This is an optimization exercise on Yosys and OpenROAD, whose aim is small area, not a production implementation. Where RTL was checked, it was by simulation tests only, not by an equivalence proof against the original. Function not checked in run 1: the RTL went through the layout flow alone. Power figures rest on the tool's default switching activity, not on a simulated workload.

<file path="flow/config.mk">
export PLATFORM = sky130hd
export DESIGN_NAME = gamepad_sampler
export DESIGN_NICKNAME = gamepad_sampler
export VERILOG_FILES = /design/flow/design.v
export SDC_FILE = /design/flow/constraint.sdc
export NUM_CORES = 4
export LEC_CHECK = 0
export ABC_AREA = 1
export CAP_MARGIN = 20
export CORE_MARGIN = 2
export CORE_UTILIZATION = 55
export SLEW_MARGIN = 20
</file>
<file path="flow/run.sh">
#!/bin/bash
# synth_recipe.tcl (not shown) runs the flow's synth.tcl, then flattens the netlist and writes it again
# the make line also repeats each setting of config.mk as NAME=value (left out here)
make -C /OpenROAD-flow-scripts/flow DESIGN_CONFIG=/design/flow/config.mk WORK_HOME=/design/flow/orfs CLKGATE_MAP_FILE= SYNTH_SCRIPT=/design/flow/synth_recipe.tcl finish
</file>
<file path="flow/constraint.sdc">
create_clock -name core_clock -period 10.0 [get_ports {clk}]
set_input_delay 2.0000 -clock core_clock [delete_from_list [all_inputs] [get_ports {clk}]]
set_output_delay 2.0000 -clock core_clock [all_outputs]
set_load 0.01 [all_outputs]
</file>
<file path="flow/design.v">
module gamepad_sampler (
    input  wire        clk,
    input  wire        rst_n,
    input  wire        bus_clock,
    input  wire        bus_data,
    input  wire        bus_latch,
    input  wire        go_in,
    input  wire        reset_in,
    input  wire        tick,
    input  wire        cmd_valid,
    input  wire [7:0]  cmd,
    input  wire        flash_done,
    input  wire        flash_ok,
    output wire        rsp_valid,
    output wire [31:0] rsp_data,
    output wire [1:0]  rsp_err,
    output wire        sampler_en,
    output wire        flash_en,
    output wire [1:0]  pin_sel,
    output wire        flash_start,
    output wire [7:0]  led,
    output wire        view_valid,
    output wire [31:0] view_frame,
    output wire        alive,
    output wire        silence_warn,
    output wire        attempt_fail,
    output wire        session_done,
    output wire [1:0]  session_result
);
    localparam [2:0] S_IDLE          = 3'd0;
    localparam [2:0] S_AWAIT_GO      = 3'd1;
    localparam [2:0] S_BURN_FLASH    = 3'd2;
    localparam [2:0] S_BURN_DELAY    = 3'd3;
    localparam [2:0] S_AWAIT_GO_TEST = 3'd4;
    localparam [2:0] S_TESTING       = 3'd5;
    localparam [2:0] S_DONE          = 3'd6;
    localparam [1:0] R_NONE       = 2'd0;
    localparam [1:0] R_SUCCESS    = 2'd1;
    localparam [1:0] R_FLASH_FAIL = 2'd2;
    localparam [1:0] R_ABORTED    = 2'd3;
    localparam [9:0]  BLINK_END  = 10'h2b2;    
    localparam [9:0]  BLINK_MASK = 10'h3ff;
    localparam [11:0] WD_END     = 12'h489;    
    localparam [11:0] WD_MASK    = 12'hded;
    localparam [11:0] DLY_END    = 12'he1c;    
    localparam [11:0] DLY_MASK   = 12'h942;
    wire [3:0] op_in = cmd[3:0];
    wire reserved_in = (cmd[7:6] != 2'b00) || (op_in == 4'hE) || (op_in == 4'hF) ||
                       ((op_in != 4'hC) && (cmd[5:4] != 2'b00));
    wire [4:0] code_in = !cmd_valid      ? 5'h00 :
                         reserved_in     ? 5'h0E :
                         (op_in == 4'hC) ? {3'b100, cmd[5:4]} :
                         (op_in == 4'h0) ? 5'h0C :
                                           {1'b0, op_in};
    reg        rn_q;
    reg [4:0]  code_q;
    reg        tick_q, fd_q, fo_q;
    reg [3:0]  bclk, blat, bgo, brst;    
    reg [2:0]  bdat;
    reg [1:0]  arm_q;
    reg [31:0] acc_q, cur_q, last_q, vf_q;
    reg        en_q, pend_q, go_q, rl_q;
    reg [2:0]  fsm_q;
    reg [1:0]  res_q, att_q;
    reg        skip_q, req_q;
    reg [9:0]  bl_q;
    reg        ph_q;
    reg [11:0] wd_q;
    wire armed      = (arm_q == 2'd3);
    wire clk_rise   = armed &  bclk[2] & ~bclk[3];
    wire latch_rise = armed &  blat[2] & ~blat[3];
    wire data_bit   = bdat[2];
    wire go_rise    = armed &  bgo[2]  & ~bgo[3];
    wire rst_fall   = armed & ~brst[2] &  brst[3];
    wire active_q = (fsm_q == S_AWAIT_GO) | (fsm_q == S_BURN_FLASH) |
                    (fsm_q == S_BURN_DELAY) | (fsm_q == S_AWAIT_GO_TEST) |
                    (fsm_q == S_TESTING);
    wire changed_q = (cur_q != last_q);
    wire flash_en_q = (fsm_q == S_BURN_FLASH) | (fsm_q == S_BURN_DELAY);
    reg [7:0] led_q;
    always @(*) begin
        if (fsm_q == S_AWAIT_GO || fsm_q == S_AWAIT_GO_TEST)
            led_q = ph_q ? 8'h02 : 8'h01;
        else if (fsm_q == S_TESTING)
            led_q = ph_q ? 8'h0A : 8'h05;
        else
            led_q = 8'h00;
    end
    wire        c_valid  = (code_q != 5'h00);
    wire        c_start  = code_q[4];
    wire [3:0]  c_op     = code_q[3:0];
    wire        c_res    = ~c_start & (c_op == 4'hE);
    wire        c_mut    = c_start | (~c_start & ((c_op == 4'h1) | (c_op == 4'h6) |
                           (c_op == 4'h8) | (c_op == 4'h9) | (c_op == 4'hA)));
    wire        c_busy   = c_mut & active_q;
    wire        c_ok     = c_valid & ~c_res & ~c_busy;
    wire        do_newpkt = c_ok & ~c_start & (c_op == 4'h1);
    wire        do_clrgo  = c_ok & ~c_start & (c_op == 4'h6);
    wire        do_clrrst = c_ok & ~c_start & (c_op == 4'h8);
    wire        do_sen    = c_ok & ~c_start & (c_op == 4'h9);
    wire        do_sdis   = c_ok & ~c_start & (c_op == 4'hA);
    wire        do_start  = c_ok & c_start;
    wire bl_end  = ((bl_q ^ BLINK_END) & BLINK_MASK) == 10'd0;
    wire wd_end  = ((wd_q ^ WD_END)    & WD_MASK)    == 12'd0;
    wire dly_end = ((wd_q ^ DLY_END)   & DLY_MASK)   == 12'd0;
    wire [9:0]  bl_step = {bl_q[8:0], ~(bl_q[9] ^ bl_q[6])};
    wire [11:0] wd_step = {wd_q[10:0], ~(wd_q[11] ^ wd_q[10] ^ wd_q[9] ^ wd_q[3])};
    reg [2:0]  fsm_x;
    reg [1:0]  res_x, att_x;
    reg        skip_x, req_x;
    reg [9:0]  bl_x;
    reg        ph_x;
    reg [11:0] wd_x;
    reg        en_x;
    reg        go_clr, rst_clr, pend_clr;
    reg        fs_x, vv_x, al_x, sw_x, af_x;
    always @(*) begin
        fsm_x    = fsm_q;
        res_x    = res_q;
        att_x    = att_q;
        skip_x   = skip_q;
        req_x    = req_q;
        bl_x     = bl_q;
        ph_x     = ph_q;
        wd_x     = wd_q;
        en_x     = en_q;
        go_clr   = 1'b0;
        rst_clr  = 1'b0;
        pend_clr = 1'b0;
        fs_x     = 1'b0;
        vv_x     = 1'b0;
        al_x     = 1'b0;
        sw_x     = 1'b0;
        af_x     = 1'b0;
        case (fsm_q)
            S_AWAIT_GO, S_AWAIT_GO_TEST: begin
                if (go_q) begin
                    go_clr  = 1'b1;
                    rst_clr = 1'b1;
                    if (fsm_q == S_AWAIT_GO && !skip_q) begin
                        att_x = 2'd1;
                        fsm_x = S_BURN_FLASH;
                        fs_x  = 1'b1;
                    end else begin
                        fsm_x = S_TESTING;
                        en_x  = 1'b1;
                        wd_x  = 12'd0;
                        bl_x  = 10'd0;
                        ph_x  = 1'b0;
                    end
                end else if (rl_q && !req_q) begin
                    rst_clr = 1'b1;
                    fsm_x   = S_DONE;
                    res_x   = R_ABORTED;
                end else if (tick_q) begin
                    if (bl_end) begin
                        bl_x = 10'd0;
                        ph_x = ~ph_q;
                    end else begin
                        bl_x = bl_step;
                    end
                end
            end
            S_BURN_FLASH: begin
                if (fd_q) begin
                    af_x = ~fo_q;
                    if (rl_q) begin
                        rst_clr = 1'b1;
                        fsm_x   = S_DONE;
                        res_x   = R_ABORTED;
                    end else if (fo_q) begin
                        fsm_x  = S_AWAIT_GO_TEST;
                        bl_x   = 10'd0;
                        ph_x   = 1'b0;
                        go_clr = 1'b1;
                    end else if (att_q < 2'd2) begin
                        fsm_x = S_BURN_DELAY;
                        wd_x  = 12'd0;
                    end else begin
                        fsm_x = S_DONE;
                        res_x = R_FLASH_FAIL;
                    end
                end
            end
            S_BURN_DELAY: begin
                if (rl_q) begin
                    rst_clr = 1'b1;
                    fsm_x   = S_DONE;
                    res_x   = R_ABORTED;
                end else if (tick_q && dly_end) begin
                    att_x = att_q + 2'd1;
                    fsm_x = S_BURN_FLASH;
                    fs_x  = 1'b1;
                end else if (tick_q) begin
                    wd_x = wd_step;
                end
            end
            S_TESTING: begin
                if (rl_q) begin
                    en_x    = 1'b0;
                    rst_clr = 1'b1;
                    fsm_x   = S_DONE;
                    res_x   = R_SUCCESS;
                end else begin
                    pend_clr = 1'b1;
                    if (pend_q) begin
                        if (changed_q)
                            vv_x = 1'b1;
                        else
                            al_x = 1'b1;
                        wd_x = 12'd0;
                    end else if (tick_q) begin
                        if (wd_end) begin
                            sw_x = 1'b1;
                            wd_x = 12'd0;
                        end else begin
                            wd_x = wd_step;
                        end
                    end
                    if (tick_q) begin
                        if (bl_end) begin
                            bl_x = 10'd0;
                            ph_x = ~ph_q;
                        end else begin
                            bl_x = bl_step;
                        end
                    end
                end
            end
            default: begin
            end
        endcase
        if (do_newpkt) pend_clr = 1'b1;
        if (do_clrgo)  go_clr   = 1'b1;
        if (do_clrrst) rst_clr  = 1'b1;
        if (do_sen)    en_x     = 1'b1;
        if (do_sdis)   en_x     = 1'b0;
        if (do_start) begin
            skip_x  = code_q[0];
            req_x   = code_q[1];
            res_x   = R_NONE;
            att_x   = 2'd0;
            wd_x    = 12'd0;
            go_clr  = 1'b1;
            rst_clr = 1'b1;
            en_x    = 1'b0;
            fsm_x   = S_AWAIT_GO;
            bl_x    = 10'd0;
            ph_x    = 1'b0;
        end
    end
    wire r        = rn_q;
    wire enabling = ~en_q & en_x;
    wire capture  = en_q & latch_rise;
    wire sh       = en_q & clk_rise;
    wire a_keep   = r & ~enabling & ~capture;
    wire a_sh     = a_keep & sh;
    wire a_hold   = a_keep & ~sh;
    wire c_sh     = r & capture & clk_rise;
    wire c_ns     = r & capture & ~clk_rise;
    wire c_hold   = r & ~capture;
    wire l_ld     = r & capture;
    wire v_ld     = r & vv_x;
    wire v_hold   = r & ~vv_x;
    wire [31:0] acc_up = {acc_q[30:0], data_bit};
    wire [1:0]  arm_n  = r ? (armed ? 2'd3 : arm_q + 2'd1) : 2'd0;
    wire [31:0] acc_n  = ({32{a_sh}} & acc_up) | ({32{a_hold}} & acc_q);
    wire        en_n   = r & en_x;
    wire [31:0] cur_n  = ({32{c_sh}} & acc_up) | ({32{c_ns}} & acc_q) |
                         ({32{c_hold}} & cur_q);
    wire [31:0] last_n = ({32{l_ld}} & cur_q) | ({32{c_hold}} & last_q);
    wire        pend_n = r & (capture | (~pend_clr & pend_q));
    wire        go_n   = r & (go_rise | (~go_clr & go_q));
    wire        rl_n   = r & (rst_fall | (~rst_clr & rl_q));
    wire [2:0]  fsm_n  = r ? fsm_x : S_IDLE;
    wire [1:0]  res_n  = r ? res_x : R_NONE;
    wire [1:0]  att_n  = r ? att_x : 2'd0;
    wire        skip_n = r & skip_x;
    wire        req_n  = r & req_x;
    wire [31:0] vf_n   = ({32{v_ld}} & cur_q) | ({32{v_hold}} & vf_q);
    always @(posedge clk) begin
        rn_q   <= rst_n;
        code_q <= code_in;
        tick_q <= tick;
        fd_q   <= flash_done;
        fo_q   <= flash_ok;
        bclk   <= {bclk[2:0], bus_clock};
        blat   <= {blat[2:0], bus_latch};
        bgo    <= {bgo[2:0],  go_in};
        brst   <= {brst[2:0], reset_in};
        bdat   <= {bdat[1:0], bus_data};
        arm_q  <= arm_n;
        acc_q  <= acc_n;
        en_q   <= en_n;
        cur_q  <= cur_n;
        last_q <= last_n;
        pend_q <= pend_n;
        go_q   <= go_n;
        rl_q   <= rl_n;
        fsm_q  <= fsm_n;
        res_q  <= res_n;
        att_q  <= att_n;
        skip_q <= skip_n;
        req_q  <= req_n;
        bl_q   <= bl_x;
        ph_q   <= ph_x;
        wd_q   <= wd_x;
        vf_q   <= vf_n;
    end
    assign flash_en       = (fsm_n == S_BURN_FLASH) | (fsm_n == S_BURN_DELAY);
    assign sampler_en     = en_n;
    assign pin_sel        = {en_n, flash_en};
    assign session_done   = (fsm_n == S_DONE);
    assign session_result = res_n;
    assign led            = ((fsm_n == S_AWAIT_GO) | (fsm_n == S_AWAIT_GO_TEST)) ?
                                (ph_x ? 8'h02 : 8'h01) :
                            (fsm_n == S_TESTING) ? (ph_x ? 8'h0A : 8'h05) : 8'h00;
    assign flash_start  = r & fs_x;
    assign view_valid   = r & vv_x;
    assign alive        = r & al_x;
    assign silence_warn = r & sw_x;
    assign attempt_fail = r & af_x;
    assign view_frame   = vf_n;
    wire [31:0] status = {led_q, 7'b0, req_q, skip_q, att_q, res_q, fsm_q, 1'b0,
                          active_q, flash_en_q, en_q, rl_q, go_q, changed_q, pend_q};
    wire c_rd  = r & c_ok & ~c_start;
    wire s_pnd = c_rd & (c_op == 4'h1);
    wire s_cur = c_rd & (c_op == 4'h2);
    wire s_lst = c_rd & (c_op == 4'h3);
    wire s_chg = c_rd & (c_op == 4'h4);
    wire s_go  = c_rd & (c_op == 4'h5);
    wire s_rl  = c_rd & (c_op == 4'h7);
    wire s_st  = c_rd & (c_op == 4'hB);
    wire s_acc = c_rd & (c_op == 4'hD);
    wire [31:0] data_x = ({32{s_cur}} & cur_q) | ({32{s_lst}} & last_q) |
                         ({32{s_acc}} & acc_q) | ({32{s_st}} & status) |
                         {31'd0, (s_pnd & pend_q) | (s_chg & changed_q) |
                                 (s_go & go_q) | (s_rl & rl_q)};
    assign rsp_valid = r & c_valid;
    assign rsp_data  = data_x;
    assign rsp_err   = (r & c_valid) ? (c_res ? 2'd1 : (c_busy ? 2'd2 : 2'd0)) : 2'd0;
endmodule
</file>
==> results of run 1 <==
-- stage by stage --
step | cells | utilization | instance area, sq um
after detailed placement | 1488 | 0.638 | 9780
final | 1520 | 0.680 | 10400
after global routing | 1520 | 0.680 | 10400
after floorplan | 1226 | - | 8680
after global placement | 1488 | 0.638 | 9780
after CTS | 1520 | 0.680 | 10400
-- cell type report --
class / instances / share of cell area
tap: 211 / 0.0253
inverter: 112 / 0.0408
sequential: 194 / 0.373
timing repair buffer: 113 / 0.106
multi-input combinational: 858 / 0.394
clock inverter: 12 / 0.0162
clock buffer: 20 / 0.0448
-- power by group --
part | switching, mW | leakage, nW | total (mW) | internal [mW]
sequential | 0.0417 | 1.58 | 0.877 | 0.836
combinational | 0.219 | 2.41 | 0.339 | 0.121
clock | 0.315 | 0.312 | 0.736 | 0.421
-- worst max-delay path: cells and delay by family, from the launching register on --
kind                   cells  cell delay (ns)
AND/OR/NAND/NOR            6             1.24
AO/OA/AOI/OAI              2             0.80
flip-flops                 1             0.48
buffers and inverters      1             0.55
-- routing by layer --
metal / wire [um] / vias to the layer above / GRT usage
met5: 13 / - / 0
met4: 400 / 2 / 0.0791
met3: 1790 / 43 / 0.0665
met2: 10600 / 332 / 0.453
met1: 11400 / 3852 / 0.409
li1: - / 4148 / -
-- cell families (layout without fill, tap and decap cells) --
logic type	Yosys count	in the layout	share of synthesized area
DFF	194	194	0.448
AOI/OAI and AO/OA	138	138	0.0982
buffers and inverters	174	257	0.0836
and+or+nand+nor	694	694	0.347
xor gates and xnor gates	22	22	0.0222
other	1	4	0.000433
-- how the worst max path moves through the flow --
stage / endpoint / slack, ns / from / cells past startpoint
finish: led[2] / 4.49 / code_q[1] / 9
global route: led[2] / 4.27 / code_q[1] / 9
CTS: led[3] / 4.60 / code_q[1] / 9
detailed placement: led[3] / 5.08 / code_q[1] / 9
global placement: led[3] / 5.16 / fsm_q[0] / 10
floorplan: rsp_data[17] / 6.29 / fsm_q[0] / 14
-- flip-flops by register name, indices dropped and copies added (netlist names), 2 cells and up --
register	count
att_q	2
bclk	4
fsm_q	3
last_q	32
vf_q	32
bgo	4
bdat	3
acc_q	32
wd_q	12
bl_q	10
res_q	2
code_q	5
arm_q	2
cur_q	32
brst	4
blat	4
-- cells in the final DEF, fill, tap and decap left out, drive strengths merged, types with 7 or more instances in the layout --
cell / instances
nor3: 14
clkbuf: 20
a21oi: 29
o211ai: 27
nor4: 7
nor2: 88
a22o: 10
nand4: 36
nand2: 384
o21ai: 46
inv: 116
dfxtp: 194
buf: 12
nand3: 159
xnor2: 21
o22ai: 19
clkdlybuf4s50: 101
==> reports/qor.yml, run 1 <==
synthesis:
  synth_most_common_cell: "nand2_1"
  synthTopCellsByCount: "nand2_1 (381), dfxtp_1 (194), nand3_1 (158), inv_1 (104), nor2_1 (81)"
  synth_warnings: 1
  synthDistinctLibCells: 40
  postSynthAreaPerCell_sq_um: 7.09
  ys.flop_type: "dfxtp_1"
  synth_cells: 1223
  async_flop_share: 0
  synth_area_sq_mm: 0.00867
  synthTopCellsByArea: "dfxtp_1 (45%), nand2_1 (17%), nand3_1 (9.1%)"
  seq_area_frac_synth: 0.448
  synth_edf_count: 0
  synth_top_area_cell: "dfxtp_1"
  synth_top_area_frac: 0.448
  ys_seq_elements: 194
drt:
  dr.pass1.iters: 6
  antenna_left: 0
  viasPerCell: 5.51
  vias: 8377
  drc_errors: 0
  wirelength_mm: 24.2
  drt_iter0_drc: 772
  wire_per_inst_um: 15.9
cells_and_area:
  drive_gt1_frac: 0.0573
  multi_input_area_sq_mm: 0.00411
  fin_nets: 1315
  syn2layout_area_growth_pct: 20.2
  fill_cells: 1397
  antenna_cells: 0
  final-seq-area_sq_mm: 0.00388
clock_network:
  cts-root-buf: "clkbuf_16"
  cts.repair.resized: 0
  cts_inserted_buffers: 17
  htreeDepth: 4
  cts_sinks: 194
  clock_latency_ns: 0.44
  clockBufferDepth: 2
  cts.clk_slew.worst_paths_ns: 0.07
  ctsHoldBuffers: 0
  post_cts_buffers: 0
  cts_tree: "done"
setup_path:
  r2r_end: "acc_q[20]"
  worstSetupPathType: "flop to output pin"
  cp-end-kind: "output pin"
  path_max_fanout: 25
  path_common_cell: "nand2_1"
  cp.required_ns: 8.00
  path_cells: "nand2_1 -> nand3_1 -> nand2_1 -> o21ai_4 -> nand3_1 -> a31oi_1 -> nand2_1 -> nor2_1 -> clkdlybuf4s50_1"
  rr_startpoint: "rn_q"
  r2r_slack_ns: 7.23
  crit_path_top_delay_cell: "nand3_1"
  cp-start-kind: "flop"
  cpPeakStageDelay_ns: 0.68
  r2r.worst_path.cells: 10
  worstPathArrival_ns: 3.51
timing:
  min_period_ns: 5.51
  timing.final.ws_setup_ns: 4.49
  hold_violations: 0
  rsz0062_at_grt: "no"
  finalSetupTns_ns: 0
  slew_headroom: 0.405
  tightest_slew_ns: 0.890
  setup_viol: 0
  period_share: 0.551
  hold_ws_ns: 0.330
  finalMaxSlewViolations: 0
  max_freq_mhz: 182
  skew_ns: 0.0113
power:
  power_density_mw_per_mm2: 187
  vdd_drop_max_v: 0.000130
  totalPowerFinal_mw: 1.95
  cellLeakagePower_nw: 4.30
job:
  drv_cap: 0
grt:
  grt_max_degree: 56
  antenna_found_initial: 1
  gr-total-overflow: 0
  grt_usage: 0.291
  grt_pass1_wl_mm: 38.3
  grt_pass1_vias: 7625
worst_hold_path:
  hp-class: "flop to flop"
  hp-start: "blat[1]"
  min_to: "blat[2]"
  min_path_cells: 0
floorplanning:
  io_pins: 106
  rows: 45
  die_h_um: 130
  core_area_sq_mm: 0.0153
  dieWidth_um: 130
  start_util: 0.566
  fp.dieArea_sq_mm: 0.0168
outcome:
  status: "no timing/DRC/antenna violations"
placement:
  numPortBuffers: 101
  pre_cts_slack_ns: 5.08
  place_congestion: 0.957
  dpl.hpwl_mm: 16.0
==> run 2, diff against run 1 <==
--- a/flow/design.v
+++ b/flow/design.v
@@ -250,24 +250,24 @@
         end
     end
-    wire r        = rn_q;
-    wire enabling = ~en_q & en_x;
-    wire capture  = en_q & latch_rise;
-    wire sh       = en_q & clk_rise;
-    wire a_keep   = r & ~enabling & ~capture;
-    wire a_sh     = a_keep & sh;
-    wire a_hold   = a_keep & ~sh;
-    wire c_sh     = r & capture & clk_rise;
-    wire c_ns     = r & capture & ~clk_rise;
-    wire c_hold   = r & ~capture;
-    wire l_ld     = r & capture;
-    wire v_ld     = r & vv_x;
-    wire v_hold   = r & ~vv_x;
-    wire [31:0] acc_up = {acc_q[30:0], data_bit};
+    wire        enabling    = ~en_q & en_x;
+    wire [31:0] acc_shifted = clk_rise ? {acc_q[30:0], data_bit} : acc_q;
+    wire        capture     = en_q & latch_rise;
+    reg [31:0] acc_x;
+    always @(*) begin
+        if (enabling)
+            acc_x = 32'd0;
+        else if (capture)
+            acc_x = 32'd0;
+        else if (en_q)
+            acc_x = acc_shifted;
+        else
+            acc_x = acc_q;
+    end
+    wire        r = rn_q;
     wire [1:0]  arm_n  = r ? (armed ? 2'd3 : arm_q + 2'd1) : 2'd0;
-    wire [31:0] acc_n  = ({32{a_sh}} & acc_up) | ({32{a_hold}} & acc_q);
+    wire [31:0] acc_n  = r ? acc_x : 32'd0;
     wire        en_n   = r & en_x;
-    wire [31:0] cur_n  = ({32{c_sh}} & acc_up) | ({32{c_ns}} & acc_q) |
-                         ({32{c_hold}} & cur_q);
-    wire [31:0] last_n = ({32{l_ld}} & cur_q) | ({32{c_hold}} & last_q);
+    wire [31:0] cur_n  = r ? (capture ? acc_shifted : cur_q) : 32'd0;
+    wire [31:0] last_n = r ? (capture ? cur_q : last_q) : 32'd0;
     wire        pend_n = r & (capture | (~pend_clr & pend_q));
     wire        go_n   = r & (go_rise | (~go_clr & go_q));
@@ -278,5 +278,5 @@
     wire        skip_n = r & skip_x;
     wire        req_n  = r & req_x;
-    wire [31:0] vf_n   = ({32{v_ld}} & cur_q) | ({32{v_hold}} & vf_q);
+    wire [31:0] vf_n   = r ? (vv_x ? cur_q : vf_q) : 32'd0;
     always @(posedge clk) begin
         rn_q   <= rst_n;
@@ -324,19 +324,23 @@
     wire [31:0] status = {led_q, 7'b0, req_q, skip_q, att_q, res_q, fsm_q, 1'b0,
                           active_q, flash_en_q, en_q, rl_q, go_q, changed_q, pend_q};
-    wire c_rd  = r & c_ok & ~c_start;
-    wire s_pnd = c_rd & (c_op == 4'h1);
-    wire s_cur = c_rd & (c_op == 4'h2);
-    wire s_lst = c_rd & (c_op == 4'h3);
-    wire s_chg = c_rd & (c_op == 4'h4);
-    wire s_go  = c_rd & (c_op == 4'h5);
-    wire s_rl  = c_rd & (c_op == 4'h7);
-    wire s_st  = c_rd & (c_op == 4'hB);
-    wire s_acc = c_rd & (c_op == 4'hD);
-    wire [31:0] data_x = ({32{s_cur}} & cur_q) | ({32{s_lst}} & last_q) |
-                         ({32{s_acc}} & acc_q) | ({32{s_st}} & status) |
-                         {31'd0, (s_pnd & pend_q) | (s_chg & changed_q) |
-                                 (s_go & go_q) | (s_rl & rl_q)};
+    reg [31:0] data_x;
+    always @(*) begin
+        data_x = 32'd0;
+        if (c_ok & ~c_start) begin
+            case (c_op)
+                4'h1: data_x = {31'd0, pend_q};
+                4'h2: data_x = cur_q;
+                4'h3: data_x = last_q;
+                4'h4: data_x = {31'd0, changed_q};
+                4'h5: data_x = {31'd0, go_q};
+                4'h7: data_x = {31'd0, rl_q};
+                4'hB: data_x = status;
+                4'hD: data_x = acc_q;
+                default: data_x = 32'd0;
+            endcase
+        end
+    end
     assign rsp_valid = r & c_valid;
-    assign rsp_data  = data_x;
+    assign rsp_data  = r ? data_x : 32'd0;
     assign rsp_err   = (r & c_valid) ? (c_res ? 2'd1 : (c_busy ? 2'd2 : 2'd0)) : 2'd0;
 endmodule
--- a/flow/config.mk
+++ b/flow/config.mk
@@ -6,7 +6,6 @@
 export NUM_CORES = 4
 export LEC_CHECK = 0
-export ABC_AREA = 1
 export CAP_MARGIN = 20
 export CORE_MARGIN = 2
-export CORE_UTILIZATION = 55
+export CORE_UTILIZATION = 40
 export SLEW_MARGIN = 20
==> reports/qor.yml, run 2 <==
placement:
  post-place-cells: 1388
  dpl.hpwl_mm: 16.6
  place_congestion: 0.872
  numPortBuffers: 101
floorplanning:
  die_h_um: 156
  dieWidth_um: 156
  io_pins: 106
  fp.dieArea_sq_mm: 0.0244
  core_area_sq_mm: 0.0226
  start_util: 0.409
  rows: 55
clock_network:
  cts.repair.resized: 0
  cts_inserted_buffers: 17
  cts-root-buf: "clkbuf_16"
  cts_sinks: 194
  post_cts_buffers: 0
  htreeDepth: 4
  cts.clk_slew.worst_paths_ns: 0.08
  cts_tree: "done"
  ctsHoldBuffers: 0
  clock_latency_ns: 0.45
  clockBufferDepth: 2
grt:
  grt_max_degree: 98
  grt_pass1_vias: 7363
  antenna_found_initial: 0
  grt_pass1_wl_mm: 40.8
  gr-total-overflow: 0
  grt_usage: 0.212
synthesis:
  ys_seq_elements: 194
  synth_top_area_cell: "dfxtp_1"
  synth_most_common_cell: "nand2_1"
  synthTopCellsByCount: "nand2_1 (238), dfxtp_1 (194), mux2i_1 (87), nor2_1 (76), a21oi_1 (72)"
  synth_edf_count: 0
  synth_warnings: 1
  synthTopCellsByArea: "dfxtp_1 (42%), nand2_1 (9.7%), mux2i_1 (9.4%)"
  ys.flop_type: "dfxtp_1"
  synth_top_area_frac: 0.420
  synth_cells: 1079
  seq_area_frac_synth: 0.420
  synthDistinctLibCells: 80
  async_flop_share: 0
  postSynthAreaPerCell_sq_um: 8.58
  synth_area_sq_mm: 0.00925
cells_and_area:
  final_common_cell: "nand2_1"
  fin_nets: 1141
  syn2layout_area_growth_pct: 17.3
  drive_gt1_frac: 0.0678
  instances_no_fill: 1420
  antenna_cells: 0
  final_cell_mix: "nand2_1 (237), dfxtp_1 (193), clkdlybuf4s50_1 (101)"
setup_path:
  path_max_fanout: 32
  cpPeakStageDelay_ns: 0.92
  cp-end-kind: "output pin"
  cp-start-kind: "flop"
  critPathTopFamily: "simple AND/OR/NAND/NOR gates"
  crit_path_top_delay_cell: "dfxtp_1"
  path_cells: "and2_1 -> o22ai_1 -> a221oi_2 -> nand3_2 -> a21oi_1 -> clkdlybuf4s50_1"
  worstPathArrival_ns: 3.85
  worstSetupPathType: "flop to output pin"
  critical_path_buf_inv_count: 1
  cp.required_ns: 8.00
timing:
  finalSetupTns_ns: 0
  finalMaxSlewViolations: 0
  hold_violations: 0
  tightest_slew_ns: 1.09
  period_share: 0.585
  slew_headroom: 0.268
  min_period_ns: 5.85
  max_freq_mhz: 171
  skew_ns: 0.0161
  rsz0062_at_grt: "no"
  setup_viol: 0
drt:
  wirelength_mm: 25.9
  wire_per_inst_um: 18.2
  viasPerCell: 5.69
  dr.pass1.iters: 6
  vias: 8073
  drt_iter0_drc: 829
  antenna_left: 0
  drc_errors: 0
outcome:
  status: "no timing/DRC/antenna violations"
worst_hold_path:
  hp-class: "flop to flop"
power:
  cellLeakagePower_nw: 3.93
  power_density_mw_per_mm2: 163
  vdd_drop_max_v: 0.000101
job:
  drv_cap: 0
## run 2: worst register-to-register path, cell delays in order, from the launching register on
cell and delay, ns:
dfxtp_1 0.92, and4bb_1 0.47, o211a_2 0.68, buf_4 0.41
mux2i_1 0.30
## run 2: power by group
group	internal, mW	switching [mW]
logic	0.0864	0.113
clock network	0.407	0.317
registers	0.806	0.0421
total	1.30	0.472
## run 2: final timing paths
check	startpoint	end	slack [ns]	cells past startpoint
max	fsm_q[2]	rsp_data[11]	4.15	6
min	brst[1]	brst[2]	0.33	0
max reg2reg	fsm_q[2]	vf_q[8]	7.10	4
min reg2reg	brst[1]	brst[2]	0.33	0
## run 2: logic make-up after synthesis
family	after synthesis	share of synthesized area
mux	88	0.0953
compound gates	212	0.166
other cells	1	0.000405
xor+xnor	40	0.0379
fa+ha+maj	1	0.00108
simple gates	438	0.220
flops	194	0.420
buf+inv	105	0.0599
## run 2: layout make-up
type                    instances  area [sq um]
repair buffers                112          1090
inverters                      14          52.6
clock inverters                13           173
well taps                     285           357
multi-input cells             783          4850
fillers                      2166         11800
flip-flops and latches        194          3880
clock buffers                  19           443
## run 2: per-stage QoR
| step | worst slack (ns) | instance area (sq um) | total power, mW | util | hold WS [ns] |
|---|---|---|---|---|---|
| floorplan | 6.22 | 9260 | 1.01 | - | 0.310 |
| global placement | 4.75 | 10200 | 1.06 | 0.452 | 0.312 |
| detailed placement | 4.66 | 10200 | 1.06 | 0.452 | 0.313 |
| CTS | 4.18 | 10900 | 1.78 | 0.479 | 0.327 |
| global route | 3.88 | 10900 | 1.84 | 0.479 | 0.328 |
| finish | 4.15 | 10900 | 1.77 | 0.479 | 0.328 |
## run 2: layer usage
layer / track usage / vias to the layer above / wire length, um
li1: - / 3895 / -
met1: 0.306 / 3861 / 12100
met2: 0.326 / 293 / 11700
met3: 0.0403 / 24 / 1730
met4: 0.0511 / 0 / 357
met5: 0 / - / 0

-- re-timing with driven ports --
The flow's constraints put no driver on any port. The routed layouts listed below were extracted and timed again, unchanged, in two steps. Step 1 sets driving cells, clkbuf_16 on the clock port and buf_2 on the other inputs (assumed; they add their load-dependent delay and slew). Step 2 moves the port delays by t, midway between the first and last clock arrival at a register: inputs arrive t later, outputs are due t later. That takes back most of the time a late clock gives input paths. a / b / c = ideal / step 1 / step 2; a / b = the first two.
run | t (ns) | setup WS [ns] | pins driven straight from the clock port
run 1 | 0.478 | 4.491 / 4.448 / 4.926 | 1
run 2 | 0.486 | 4.154 / 4.105 / 4.592 | 1
After both steps every run listed still meets setup and hold.
